This is an optimization exercise on Yosys and OpenROAD, whose aim is small area, a short achievable clock period and few clock cycles per item, not a production implementation.
Function was checked by simulation only, so behaviour that the tests miss may differ from the original.

<file path="flow/design.v">
module spu_adpcm_decoder (
    input  wire         clk,
    input  wire         rst,           
    input  wire         in_valid,
    output wire         in_ready,
    input  wire [4:0]   in_voice,      
    input  wire [127:0] in_block,      
    output wire         out_valid,
    input  wire         out_ready,
    output wire [15:0]  out_sample,    
    output wire [4:0]   out_voice,
    output wire [4:0]   out_index,     
    output wire [2:0]   out_flags      
);
    localparam NUM_VOICES = 24;
    reg signed [31:0] hist0 [0:NUM_VOICES-1];
    reg signed [31:0] hist1 [0:NUM_VOICES-1];
    reg         busy;
    reg [4:0]   voice;
    reg [4:0]   idx;
    reg [3:0]   shift;
    reg [2:0]   filter;
    reg [2:0]   flags;
    reg [111:0] nibbles;
    reg signed [31:0] l0;
    reg signed [31:0] l1;
    wire [3:0]         nib = nibbles[idx*4 +: 4];
    wire signed [15:0] raw = $signed({nib, 12'd0}) >>> shift;
    reg signed [7:0] pos;
    reg signed [7:0] neg;
    always @(*) begin
        case (filter)
            3'd0:    begin pos = 8'sd0;   neg = 8'sd0;   end
            3'd1:    begin pos = 8'sd60;  neg = 8'sd0;   end
            3'd2:    begin pos = 8'sd115; neg = -8'sd52; end
            3'd3:    begin pos = 8'sd98;  neg = -8'sd55; end
            default: begin pos = 8'sd122; neg = -8'sd60; end
        endcase
    end
    wire signed [31:0] acc   = l0 * pos + l1 * neg + 32'sd32;
    wire signed [31:0] quot  = (acc + (acc[31] ? 32'sd63 : 32'sd0)) >>> 6;
    wire signed [31:0] pred  = quot + raw;
    wire signed [15:0] clamped = (pred > 32'sd32767)  ? 16'sh7fff :
                                 (pred < -32'sd32768) ? 16'sh8000 :
                                 pred[15:0];
    assign in_ready   = !busy;
    assign out_valid  = busy;
    assign out_sample = clamped;
    assign out_voice  = voice;
    assign out_index  = idx;
    assign out_flags  = flags;
    wire in_fire  = in_valid && in_ready;
    wire out_fire = out_valid && out_ready;
    wire voice_ok = (in_voice < NUM_VOICES);
    integer v;
    always @(posedge clk) begin
        if (rst) begin
            busy <= 1'b0;
            for (v = 0; v < NUM_VOICES; v = v + 1) begin
                hist0[v] <= 32'sd0;
                hist1[v] <= 32'sd0;
            end
        end else if (in_fire) begin
            busy    <= 1'b1;
            voice   <= in_voice;
            idx     <= 5'd0;
            shift   <= in_block[3:0];
            filter  <= in_block[6:4];
            flags   <= in_block[10:8];
            nibbles <= in_block[127:16];
            l0      <= voice_ok ? hist0[in_voice] : 32'sd0;
            l1      <= voice_ok ? hist1[in_voice] : 32'sd0;
        end else if (out_fire) begin
            l1  <= l0;
            l0  <= pred;
            idx <= idx + 5'd1;
            if (idx == 5'd27) begin
                busy <= 1'b0;
                if (voice < NUM_VOICES) begin
                    hist0[voice] <= pred;
                    hist1[voice] <= l0;
                end
            end
        end
    end
endmodule
</file>
<file path="flow/run.sh">
#!/bin/bash
# synth_recipe.tcl (not shown) runs the flow's synth.tcl, then flattens the netlist and writes it again
# the make line also repeats each setting of config.mk as NAME=value (left out here)
make -C /OpenROAD-flow-scripts/flow DESIGN_CONFIG=/design/flow/config.mk WORK_HOME=/design/flow/orfs CLKGATE_MAP_FILE= SYNTH_SCRIPT=/design/flow/synth_recipe.tcl finish
</file>
<file path="flow/config.mk">
export PLATFORM = sky130hd
export DESIGN_NAME = spu_adpcm_decoder
export DESIGN_NICKNAME = spu_adpcm_decoder
export VERILOG_FILES = /design/flow/design.v
export SDC_FILE = /design/flow/constraint.sdc
export NUM_CORES = 4
export LEC_CHECK = 0
export CAP_MARGIN = 20
export CORE_MARGIN = 2
export CORE_UTILIZATION = 40
export SLEW_MARGIN = 20
</file>
<file path="flow/constraint.sdc">
create_clock -name core_clock -period 14.5 [get_ports {clk}]
set_input_delay 2.9000 -clock core_clock [delete_from_list [all_inputs] [get_ports {clk}]]
set_output_delay 2.9000 -clock core_clock [all_outputs]
set_load 0.01 [all_outputs]
</file>
==> run_results.csv <==
group,metric,value,unit
die,io_pins,168,
synth,synth-main-ff-cell,"edfxtp_1",
synth,synth_xor_area_share,0.977,%
routing,wire_per_inst,27.8,µm
run,drv_cap,0,
clocking,cts.sinks,1483,
synth,netlist_area,78100,µm²
setup_path,path_max_fanout,13,
synth,synth_cell_type_count,90,
clocking,clk_path_buf_depth,3,
clocking,cts.reportedPaths.clkPinSlew,0.06,ns
setup_path,crit_top_cell,"fa_1",
synth,synth_nets,6208,
timing,fmax,70.7,MHz
routing,detail-route-antenna-nets,0,
setup_path,startpoint,"filter[1]$_DFFE_PP_",
setup_path,critical_path_buf_inv_count,11,
synth,async_reset_ff_share,0,%
placed_design,placedCellCount,7997,
setup_path,r2r_start,"filter[1]$_DFFE_PP_",
global_routing,grt_overflow,0,
synth,ys_warn_count,1,
synth,synth_compound_area_share,2.70,%
cells_and_area,final_nets,6221,
global_routing,grt_pass1_wl,338000,µm
global_routing,antenna_found_initial,9,
timing,skew,0.0389,ns
routing,drtIter0Drc,5495,
placed_design,io_buffers,161,
die,start_util,40.1,%
die,die_area,199000,µm²
timing,slew-limit-headroom,20.1,%
synth,synth-simple-area-share,12.5,%
synth,syn_inst,5630,
timing,whs,0.585,ns
timing,drv_slew,0,
die,die_h,446,µm
synth,synth_top_family_by_area,"multiplexers",
global_routing,grt_max_degree,95,
clocking,cts-root-buf,"clkbuf_16",
synth,synthAdderAreaFrac,9.57,%
cells_and_area,drive_above_1_share,18.8,%
cells_and_area,regArea,44500,µm²
timing,setup_violations,0,
routing,viasPerCell,5.74,
routing,totalWireLength,231000,µm
cells_and_area,fill_cells,17100,
timing,hold_viol_final,0,
placed_design,gp_congestion,0.848,
global_routing,grt_pass1_vias,49300,
timing,setup-tns-final,0,ns
setup_path,slowest_delay,0.57,ns
synth,avgSynthCellArea,13.9,µm²
setup_path,crit_path_end_kind,"output pin",
worst_hold_path,hold_start,"busy$_SDFFE_PP0P_",
routing,drt_first_pass_iters,5,
clocking,cts_buffers,158,
setup_path,cp_slowest_cell,"fa_2",
timing,fin_crit,14.15,ns
worst_hold_path,hold_path.class,"flip-flop to flip-flop",
synth,synth_top_area_share,57.0,%
clocking,htreeDepth,4,
placed_design,place_hpwl,134000,µm
cells_and_area,syn_to_final_growth,13.4,%
setup_path,timing.reg2reg.setup_slack,4.40,ns
global_routing,track_usage,23.3,%
synth,synthMostInstantiatedCell,"edfxtp_1",
synth,synthMuxAreaShare,12.8,%
timing,post-route-period-util,97.6,%
setup_path,crit_arrival,11.25,ns
routing,vias,47700,
synth,yosys-top-cells-area,"edfxtp_1 (57%), mux4_2 (12%), fa_1 (6.7%), and3_1 (4.3%), nor2_1 (3.8%)",
die,rows,162,
synth,ys_seq_elements,1483,
timing,worstMarginPinSlew,1.20,ns
setup_path,cp-start-kind,"flip-flop",
setup_path,cp_top_family,"adder cells",
outcome,outcome,"complete, no violations",
setup_path,cp_data_required_time,11.60,ns
routing,drc,0,
clocking,cts_tree,"done",
synth,synth_edf_count,1482,
die,die_x,446,µm
cells_and_area,multi_input_area,31100,µm²
synth,ys_seq_area_share,57.0,%
die,fp.coreArea,195000,µm²
synth,yosys-top-cells-count,"edfxtp_1 (1482), nor2_1 (795), and3_1 (540), clkbuf_1 (452), mux4_2 (410)",
synth,yosys.area.top_type,"edfxtp_1",
setup_path,worstSetupPathType,"flip-flop to output pin",
clocking,insertion_delay,0.81,ns
cells_and_area,finish.utilization,45.5,%
cells_and_area,stdcell_count,8313,
==> metal layers <==
layer / up-vias / part of all wire [%] / GRT usage, % / wire [µm]
met1: 24900 / 40 / 30.7 / 91300
met3: 388 / 7.4 / 3.88 / 17100
met2: 2032 / 50 / 39.5 / 115000
li1: 20400 / - / - / -
met5: - / 0.0087 / 0 / 20
met4: 4 / 3.3 / 6.70 / 7620
==> cells in the final DEF, fill, tap and decap left out, drive strengths merged, types with 4 or more instances in the layout <==
master	instances
clkinv	74
nor4	11
clkbuf	208
a211oi	8
a221oi	53
o21ai	43
a2111oi	4
buf	200
o21a	11
clkdlybuf4s50	142
o22ai	5
fa	261
nor2b	74
a21oi	84
mux2	56
o21bai	5
nand3	24
inv	418
nand2b	37
and3	540
a31oi	11
or2	10
mux2i	14
a21o	18
ha	180
bufinv	13
xor2	36
xnor2	46
nand4	11
o211ai	7
o31ai	8
nor2	795
or3	5
nand2	150
edfxtp	1482
nor3	27
and2	236
mux4	410
==> flip-flops by register name, summed over array words and instances (netlist names) <==
name / cells
hist1: 648
l1: 27
idx: 5
shift: 4
voice: 5
flags: 3
filter: 3
nibbles: 112
l0: 27
hist0: 648
busy: 1
==> stage by stage <==
stage / setup slack [ns] / area [µm²]
after floorplan: 0.854 / 78100
after global placement: 0.294 / 82700
after detailed placement: 0.221 / 82700
after CTS: 0.187 / 88200
after global routing: -0.0799 / 88600
final: 0.351 / 88600
==> final cells by class <==
type	count	share of cell area, %
repair buffers	356	3.58
diodes	2	0.00565
clock inverters	92	1.07
well taps	2542	3.59
inverters	415	1.76
clock buffers	194	4.66
multi-input cells	3229	35.1
flip-flops and latches	1483	50.2
==> repair_timing <==
action | 4_1_cts | 5_1_grt
gates cloned | 1 | 2
hold buffers | 0 | 0
pin swaps | 14 | 33
endpoints found under the setup margin | 16 | 16
gates resized for setup | 76 | 109
setup buffers | 13 | 11
==> cell families after synthesis <==
family,after synthesis
and+or+nand+nor,1935
DFF,1483
buffers and inverters,919
muxes,480
adders and majority gates,441
AOI/OAI and AO/OA,289
xor gates and xnor gates,83
==> worst paths after layout <==
kind / end / cells past startpoint
max reg2reg: l0[24]$_DFFE_PP_ / 43
min reg2reg: busy$_SDFFE_PP0P_ / 2
max: out_sample[1] / 44
min: busy$_SDFFE_PP0P_ / 2
==> worst min-delay path: cells and delay by family, from the launching register on <==
kind / cells / cell delay (ns)
flip-flops: 1 / 0.36
AND/OR/NAND/NOR: 2 / 0.17
Testbench counts, summed over its fixed seeds: cycles 37,120, blocks 1,280.

[separate check: timing with driven ports]
No port has a modelled driver above. Below, the same layout with a new extraction and two added sets of constraints.
Step 1 sets driving cells, clkbuf_16 on the clock port and buf_2 on the other inputs (assumed; they add their load-dependent delay and slew).
Step 2, shift: input delay + t, output delay - t, t = (earliest + latest rising clock arrival at the registers) / 2. This alone moves slack from input paths to output paths.
Slacks: no drivers / after step 1 / after step 2; pairs: no drivers / after step 1.
shift t [ns]: 0.873
setup WS [ns]: 0.351 / 0.271 / 1.144
clock arrival spread, ns: 0.042 / 0.042
After both steps this run still meets setup and hold. For this run, drivers alone change the setup slack by -0.080 ns; drivers and shift together by +0.793 ns.
